Context: an optimization exercise on an open-source flow, tuned for small area, a short achievable clock period and few clock cycles per item. The choices shown serve that exercise and are no tape-out recipe.
Only simulation tests tie the RTL to the original design; equivalence was not proved.

==> design.v <==
module btc_enc (
  input  wire         clk,
  input  wire         rst,         
  input  wire         in_valid,
  output wire         in_ready,
  input  wire [1:0]   in_fmt,      
  input  wire [511:0] in_pixels,   
  output wire         out_valid,
  input  wire         out_ready,
  output wire [127:0] out_block    
);
  localparam S_IDLE = 2'd0, S_BUSY = 2'd1, S_OUT = 2'd2;
  reg [1:0]   state;
  reg [1:0]   fmt;
  reg [511:0] px;
  reg         start;      
  wire is_bc1 = (fmt == 2'd0);
  wire is_bc3 = (fmt == 2'd2);
  wire col_done;
  wire alp_done;
  assign in_ready  = (state == S_IDLE);
  assign out_valid = (state == S_OUT);
  always @(posedge clk) begin
    if (rst) begin
      state <= S_IDLE;
      start <= 1'b0;
    end else begin
      start <= 1'b0;
      case (state)
        S_IDLE: if (in_valid) begin
          px    <= in_pixels;
          fmt   <= in_fmt;
          start <= 1'b1;
          state <= S_BUSY;
        end
        S_BUSY: if (!start && col_done && alp_done) state <= S_OUT;
        S_OUT:  if (out_ready) state <= S_IDLE;
        default: state <= S_IDLE;
      endcase
    end
  end
  function [7:0] chan;   
    input [511:0] p;
    input [3:0]   k;
    input [1:0]   c;
    begin
      chan = p[{k, c, 3'b000} +: 8];
    end
  endfunction
  function [15:0] pack565;
    input [7:0] r, g, b;
    reg [12:0] r5, b5;
    reg [13:0] g6;
    begin
      r5 = (r * 13'd31 + 13'd127) / 13'd255;
      g6 = (g * 14'd63 + 14'd127) / 14'd255;
      b5 = (b * 13'd31 + 13'd127) / 13'd255;
      pack565 = {r5[4:0], g6[5:0], b5[4:0]};
    end
  endfunction
  function [7:0] exp5;
    input [4:0] n;
    begin
      exp5 = {n, n[4:2]};
    end
  endfunction
  function [7:0] exp6;
    input [5:0] n;
    begin
      exp6 = {n, n[5:4]};
    end
  endfunction
  function [16:0] sq;   
    input [7:0] a, b;
    reg [7:0] d;
    begin
      d  = (a > b) ? (a - b) : (b - a);
      sq = d * d;
    end
  endfunction
  reg [15:0] omask;    
  reg        punch;
  integer m;
  always @* begin
    for (m = 0; m < 16; m = m + 1)
      omask[m] = !is_bc1 || (px[32*m+24 +: 8] != 8'd0);
    punch = is_bc1 && (omask != 16'hFFFF);
  end
  localparam C_IDLE = 2'd0, C_PAL = 2'd1, C_FIT = 2'd2;
  reg [1:0]  cst;
  reg [3:0]  ci, cj, ck;
  reg [15:0] c0, c1;
  reg        mode3;
  reg [7:0]  pr [0:3];
  reg [7:0]  pg [0:3];
  reg [7:0]  pb [0:3];
  reg [23:0] cerr;
  reg [31:0] cidx;
  reg        cbest_ok;
  reg [23:0] cbest_err;
  reg [15:0] cbest_c0, cbest_c1;
  reg [31:0] cbest_idx;
  assign col_done = (cst == C_IDLE);
  wire [15:0] ei = pack565(chan(px, ci, 0), chan(px, ci, 1), chan(px, ci, 2));
  wire [15:0] ej = pack565(chan(px, cj, 0), chan(px, cj, 1), chan(px, cj, 2));
  wire [15:0] hi = (ei > ej) ? ei : ej;
  wire [15:0] lo = (ei > ej) ? ej : ei;
  wire [15:0] n_c0 = punch ? lo : hi;
  wire [15:0] n_c1 = punch ? hi : lo;
  wire        n_mode3 = is_bc1 && (n_c0 <= n_c1);
  wire [7:0] e0r = exp5(n_c0[15:11]), e0g = exp6(n_c0[10:5]), e0b = exp5(n_c0[4:0]);
  wire [7:0] e1r = exp5(n_c1[15:11]), e1g = exp6(n_c1[10:5]), e1b = exp5(n_c1[4:0]);
  function [7:0] third;   
    input [7:0] a, b;
    reg [9:0] s;
    begin
      s = ({2'b00, a} << 1) + {2'b00, b};
      third = s / 10'd3;
    end
  endfunction
  function [7:0] half;    
    input [7:0] a, b;
    reg [8:0] s;
    begin
      s = {1'b0, a} + {1'b0, b};
      half = s[8:1];
    end
  endfunction
  wire [7:0] kr = chan(px, ck, 0), kg = chan(px, ck, 1), kb = chan(px, ck, 2);
  reg  [19:0] cd [0:3];
  reg  [1:0]  csel;
  reg  [19:0] cdmin;
  integer n;
  always @* begin
    for (n = 0; n < 4; n = n + 1)
      cd[n] = {2'b00, sq(kr, pr[n]), 1'b0} + {1'b0, sq(kg, pg[n]), 2'b00} + {3'b000, sq(kb, pb[n])};
    csel  = 2'd0;
    cdmin = cd[0];
    for (n = 1; n < 4; n = n + 1)
      if ((n < 3 || !mode3) && cd[n] < cdmin) begin
        csel  = n[1:0];
        cdmin = cd[n];
      end
    if (!omask[ck]) begin
      csel  = 2'd3;
      cdmin = 20'd0;
    end
  end
  wire [23:0] cerr_next = cerr + {4'd0, cdmin};
  wire [31:0] cidx_next = {csel, cidx[31:2]};    
  always @(posedge clk) begin
    if (rst) begin
      cst <= C_IDLE;
    end else begin
      case (cst)
        C_IDLE: if (start) begin
          ci       <= 4'd0;
          cj       <= 4'd0;
          cbest_ok <= 1'b0;
          cst      <= C_PAL;
        end
        C_PAL: begin
          if (omask[ci] && omask[cj]) begin
            c0    <= n_c0;
            c1    <= n_c1;
            mode3 <= n_mode3;
            pr[0] <= e0r;  pg[0] <= e0g;  pb[0] <= e0b;
            pr[1] <= e1r;  pg[1] <= e1g;  pb[1] <= e1b;
            if (n_mode3) begin
              pr[2] <= half(e0r, e1r);  pg[2] <= half(e0g, e1g);  pb[2] <= half(e0b, e1b);
              pr[3] <= 8'd0;            pg[3] <= 8'd0;            pb[3] <= 8'd0;
            end else begin
              pr[2] <= third(e0r, e1r); pg[2] <= third(e0g, e1g); pb[2] <= third(e0b, e1b);
              pr[3] <= third(e1r, e0r); pg[3] <= third(e1g, e0g); pb[3] <= third(e1b, e0b);
            end
            ck   <= 4'd0;
            cerr <= 24'd0;
            cst  <= C_FIT;
          end else begin
            if (cj == 4'd15) begin
              if (ci == 4'd15) cst <= C_IDLE;
              ci <= ci + 4'd1;
              cj <= ci + 4'd1;
            end else begin
              cj <= cj + 4'd1;
            end
          end
        end
        C_FIT: begin
          cerr <= cerr_next;
          cidx <= cidx_next;
          ck   <= ck + 4'd1;
          if (ck == 4'd15) begin
            if (!cbest_ok || cerr_next < cbest_err) begin
              cbest_ok  <= 1'b1;
              cbest_err <= cerr_next;
              cbest_c0  <= c0;
              cbest_c1  <= c1;
              cbest_idx <= cidx_next;
            end
            if (cj == 4'd15) begin
              if (ci == 4'd15) cst <= C_IDLE;
              else             cst <= C_PAL;
              ci <= ci + 4'd1;
              cj <= ci + 4'd1;
            end else begin
              cj  <= cj + 4'd1;
              cst <= C_PAL;
            end
          end
        end
        default: cst <= C_IDLE;
      endcase
    end
  end
  localparam A_IDLE = 2'd0, A_PAL = 2'd1, A_FIT = 2'd2;
  reg [1:0]  ast;
  reg [3:0]  ai, aj, ak;
  reg [7:0]  ap [0:7];
  reg [19:0] aerr;
  reg [47:0] aidx;
  reg        abest_ok;
  reg [19:0] abest_err;
  reg [7:0]  abest_a0, abest_a1;
  reg [47:0] abest_idx;
  assign alp_done = (ast == A_IDLE);
  wire [7:0] a0 = chan(px, ai, 3);
  wire [7:0] a1 = chan(px, aj, 3);
  reg [7:0]  nap [0:7];
  reg [10:0] asum;
  integer q;
  always @* begin
    nap[0] = a0;
    nap[1] = a1;
    if (a0 > a1) begin
      for (q = 2; q < 8; q = q + 1) begin
        asum   = (8 - q) * a0 + (q - 1) * a1;
        nap[q] = asum / 11'd7;
      end
    end else begin
      for (q = 2; q < 6; q = q + 1) begin
        asum   = (6 - q) * a0 + (q - 1) * a1;
        nap[q] = asum / 11'd5;
      end
      nap[6] = 8'd0;
      nap[7] = 8'd255;
    end
  end
  wire [7:0] ka = chan(px, ak, 3);
  reg  [16:0] ad;
  reg  [16:0] admin;
  reg  [2:0]  asel;
  integer r;
  always @* begin
    asel  = 3'd0;
    admin = sq(ka, ap[0]);
    for (r = 1; r < 8; r = r + 1) begin
      ad = sq(ka, ap[r]);
      if (ad < admin) begin
        asel  = r[2:0];
        admin = ad;
      end
    end
  end
  wire [19:0] aerr_next = aerr + {3'd0, admin};
  wire [47:0] aidx_next = {asel, aidx[47:3]};    
  always @(posedge clk) begin
    if (rst) begin
      ast <= A_IDLE;
    end else begin
      case (ast)
        A_IDLE: if (start && is_bc3) begin
          ai       <= 4'd0;
          aj       <= 4'd0;
          abest_ok <= 1'b0;
          ast      <= A_PAL;
        end
        A_PAL: begin
          for (q = 0; q < 8; q = q + 1) ap[q] <= nap[q];
          ak   <= 4'd0;
          aerr <= 20'd0;
          ast  <= A_FIT;
        end
        A_FIT: begin
          aerr <= aerr_next;
          aidx <= aidx_next;
          ak   <= ak + 4'd1;
          if (ak == 4'd15) begin
            if (!abest_ok || aerr_next < abest_err) begin
              abest_ok  <= 1'b1;
              abest_err <= aerr_next;
              abest_a0  <= ap[0];
              abest_a1  <= ap[1];
              abest_idx <= aidx_next;
            end
            aj <= aj + 4'd1;
            if (aj == 4'd15) begin
              ai <= ai + 4'd1;
              if (ai == 4'd15) ast <= A_IDLE;
              else             ast <= A_PAL;
            end else begin
              ast <= A_PAL;
            end
          end
        end
        default: ast <= A_IDLE;
      endcase
    end
  end
  wire [63:0] col_blk = cbest_ok ? {cbest_idx, cbest_c1, cbest_c0}
                                 : {32'hFFFF_FFFF, 16'h0000, 16'h0000};
  reg [63:0] alpha4;
  reg [8:0]  a4s;
  integer t;
  always @* begin
    for (t = 0; t < 16; t = t + 1) begin
      a4s = {1'b0, px[32*t+24 +: 8]} + 9'd8;
      alpha4[4*t +: 4] = a4s / 9'd17;
    end
  end
  wire [63:0] alpha3 = {abest_idx, abest_a1, abest_a0};
  assign out_block = is_bc1 ? {64'd0, col_blk}
                   : is_bc3 ? {col_blk, alpha3}
                   :          {col_blk, alpha4};
endmodule
==> run.sh <==
#!/bin/bash
# synth_recipe.tcl (not shown) runs the flow's synth.tcl, then flattens the netlist and writes it again
# the make line also repeats each setting of config.mk as NAME=value (left out here)
make -C /OpenROAD-flow-scripts/flow DESIGN_CONFIG=/design/flow/config.mk WORK_HOME=/design/flow/orfs CLKGATE_MAP_FILE= SYNTH_SCRIPT=/design/flow/synth_recipe.tcl finish
==> config.mk <==
export PLATFORM = sky130hd
export DESIGN_NAME = btc_enc
export DESIGN_NICKNAME = btc_enc
export VERILOG_FILES = /design/flow/design.v
export SDC_FILE = /design/flow/constraint.sdc
export NUM_CORES = 4
export LEC_CHECK = 0
export CAP_MARGIN = 20
export CORE_MARGIN = 2
export CORE_UTILIZATION = 40
export SLEW_MARGIN = 20
==> constraint.sdc <==
create_clock -name core_clock -period 36.0 [get_ports {clk}]
set_input_delay 7.2000 -clock core_clock [delete_from_list [all_inputs] [get_ports {clk}]]
set_output_delay 7.2000 -clock core_clock [all_outputs]
set_load 0.01 [all_outputs]
==> results.sh <==
export IMPL_cp_slowest_stage_delay_ns=0.92
export IMPL_cells_after_synthesis=14600
export IMPL_route_final_wire_length_um=465000
export IMPL_yosys_most_used_dff="sky130_fd_sc_hd__edfxtp_1"
export IMPL_gp_congestion=0.952
export IMPL_cp_max_fo=42
export IMPL_placement_rows=214
export IMPL_netlist_area_um2=137000
export IMPL_commonest_non_fill_non_tap_cell_in_the_layout="sky130_fd_sc_hd__inv_1"
export IMPL_overflow=0
export IMPL_synth_top_cell_by_area="sky130_fd_sc_hd__edfxtp_1"
export IMPL_drc=0
export IMPL_cp_data_required_time_ns=36.41
export IMPL_asyncSetResetFlopFracSynth_pct=0
export IMPL_final_cell_mix="1963 x sky130_fd_sc_hd__inv_1, 1637 x sky130_fd_sc_hd__ha_1, 1248 x sky130_fd_sc_hd__nor2_1"
export IMPL_drt_pre_antenna_iters=8
export IMPL_synth_area_per_cell_um2=9.36
export IMPL_postCtsResizedCells=0
export IMPL_cp_common_cell="sky130_fd_sc_hd__a21oi_1"
export IMPL_wire_length_of_the_first_global_routing_pass_um=688000
export IMPL_arrival_ns=33.00
export IMPL_vias=112000
export IMPL_die_area_um2=347000
export IMPL_setup_viol=0
export IMPL_post_cts_setup_buffer_count=0
export IMPL_slew_violations=0
export IMPL_max_freq_mhz=30.7
export IMPL_synth_ff_latch_count=983
export IMPL_cts_root_buf="sky130_fd_sc_hd__clkbuf_16"
export IMPL_die_w_um=589
export IMPL_numPortBuffers=647
export IMPL_period_minus_slack_ns=32.59
export IMPL_start_kind="flop"
export IMPL_antenna_violations_before_repair=74
export IMPL_synth_enable_flop_cells=976
export IMPL_postSynthNetCount=17600
export IMPL_grt_setup_unrepaired="false"
export IMPL_synth_cell_type_count=133
export IMPL_post_cts_hold_buffer_count=0
export IMPL_first_global_vias=108000
export IMPL_yosys_warnings=7
export IMPL_synth_top_area_share_pct=21.4
export IMPL_slew_headroom_pct=12.9
export IMPL_die_y_um=589
export IMPL_dp_final_hpwl_um=381000
export IMPL_pin_count=648
export IMPL_finClkSkew_ns=0.101
export IMPL_skew_pair_late_insertion_delay_ns=0.87
export IMPL_route_detailed_vias_per_inst=5.62
export IMPL_post_drt_wl_per_cell_um=23.4
export IMPL_drtIter0Drc=9407
export IMPL_cts_sinks=983
export IMPL_level_count_of_the_clock_h_tree=4
export IMPL_final_layout_size_suffix_gt1_share_pct=7.92
export IMPL_min_period_over_period_pct=90.5
export IMPL_tritoncts_num_buffers=134
export IMPL_setup_tns_final_ns=0
export IMPL_synth_area_top_cells="sky130_fd_sc_hd__edfxtp_1 21%, sky130_fd_sc_hd__ha_1 15%, sky130_fd_sc_hd__fa_1 11%"
export IMPL_ctsLongestPathBuffers=4
export IMPL_seq_area_um2=29400
export IMPL_detail_route_antenna_nets=0
export IMPL_seq_total_area_yosys_pct=21.5
export IMPL_worst_setup_path_end_kind="flop"
export IMPL_fin_nets=18100
export IMPL_core_area_um2=340000
export IMPL_timing_hold_worst_class="reg2reg"
export IMPL_grt_max_degree=162
export IMPL_clkSlewWorstSetupHoldPaths_ns=0.07
export IMPL_slew_at_the_pin_with_the_worst_max_slew_slack_ns=1.30
export IMPL_initial_utilization_pct=40.2
export IMPL_tritoncts_clock_tree="done"
export IMPL_outcome="complete, no violations"
export IMPL_maxCapViolCount=0
export IMPL_count_of_final_hold_check_violations=0
export IMPL_critical_path_class="reg2reg"
export IMPL_multi_input_area_um2=98400
export IMPL_critical_path_slowest_cell="sky130_fd_sc_hd__edfxtp_1"
export IMPL_fill_cells=32800
export IMPL_area_growth_synth_to_final_pct=12.1
export IMPL_total_routing_usage_gr_pct=26.3
-- metrics by stage --
step | std cells | hold slack [ns] | util (%) | setup WS [ns] | area (um^2)
2_1_floorplan | 14600 | 0.400 | - | 1.40 | 137000
3_3_place_gp | 19600 | 0.401 | 43.8 | 3.70 | 149000
3_5_place_dp | 19600 | 0.406 | 43.8 | 3.61 | 149000
4_1_cts | 19800 | 0.404 | 45.1 | 3.43 | 153000
5_1_grt | 19800 | 0.423 | 45.1 | 0.425 | 153000
6_report | 19800 | 0.411 | 45.1 | 3.41 | 153000
-- worst paths after layout --
path	startpoint	to	slack, ns	cells after the start
min reg2reg	aidx[5]	abest_idx[2]	0.41	0
max	ak[0]	abest_idx[27]	3.41	154
min	aidx[5]	abest_idx[2]	0.41	0
max reg2reg	ak[0]	abest_idx[27]	3.41	154
-- per-layer routing --
layer / vias up / track usage, % / share of wire (%)
li1: 52900 / - / -
met1: 54300 / 32.2 / 40
met2: 3598 / 43.6 / 46
met3: 795 / 3.89 / 6.3
met4: 28 / 16.5 / 7.3
met5: - / 0 / 0.043
-- synthesized netlist by cell type, drive strengths merged (39+ instances only) --
cell       n
xnor2    735
or3       54
o31ai     98
and2     151
o21ai    622
o21bai   255
a31oi    114
a221oi    74
nand2    843
nand3    243
edfxtp   976
inv     1971
nor2b    206
nor2    1253
clkbuf   363
mux2i    213
o211ai    67
a211oi   119
fa       786
a21oi   1039
buf       95
nand4    100
mux2      56
and3     103
a221o     39
ha      1637
o21a      86
nor4      46
xor2     311
nor3     224
o22ai     51
nand2b   175
a21o     266
mux4     491
nor3b     47
or2      158
-- cells by family (layout without fill, tap and decap cells) --
kind of cell / after synthesis / in the layout / synth area share (%)
and+or+nand+nor: 3728 / 3728 / 13.1
AOI/OAI and AO/OA: 3214 / 3214 / 15.1
adders and majority gates: 2454 / 2454 / 26.7
buffers and inverters: 2432 / 3057 / 6.71
xor gates and xnor gates: 1049 / 1049 / 6.76
DFF: 983 / 983 / 21.5
muxes: 760 / 760 / 10.1
other: 2 / 68 / 0.00549
-- worst max-delay path, delay by kind of cell (launching register included) --
family          cells  cell delay (ns)
simple gates       33             2.88
flops               1             0.92
fa+ha+maj          16             5.08
mux                 6             2.51
buf+inv            18             4.49
compound gates     76            14.89
xor+xnor            5             1.18
-- state kept, by name, indices dropped and copies added, names as in the netlist, 8 cells and up --
name and count:
cerr 24, pg 28, abest_err 20, aidx 45, ap 64, pr 26, cbest_c0 16, abest_idx 48
cbest_err 24, pb 26, aerr 20, cbest_c1 16, abest_a0 8, px 512, abest_a1 8, cidx 30
cbest_idx 32
-- layout make-up --
| class | count | share of cell area [%] |
|---|---|---|
| Antenna cell | 66 | 0.108 |
| Multi-Input combinational cell | 11200 | 64.2 |
| Tap cell | 4536 | 3.70 |
| Clock inverter | 83 | 0.498 |
| Inverter | 1974 | 4.83 |
| Clock buffer | 148 | 2.23 |
| Timing Repair Buffer | 852 | 5.27 |
| Sequential cell | 983 | 19.2 |
Testbench counts, summed over its fixed seeds: cycles 815,672, items 288.

port drivers added, routing unchanged:
In the flow no input, the clock included, has a driving cell. The finished layout below was timed again as built, in two steps. Step 1 sets driving cells, clkbuf_16 on the clock port and buf_2 on the other inputs (assumed; they add their load-dependent delay and slew). Step 2 times the ports against the registers' clock, not the clock port: input delays grow and output delays shrink by t, the midpoint of the rising clock arrivals with the driver on. a / b / c = ideal / step 1 / step 2; a / b = the first two.
shift t [ns]: 0.933
setup WS [ns]: 3.406 / 3.406 / 3.406
worst setup path at the end: register to register
worst slew at a driven data input, ns: 0.23
After both steps this run still meets setup and hold. The setup slack of this run moves by 0.000 ns with the drivers and by 0.000 ns with both steps.
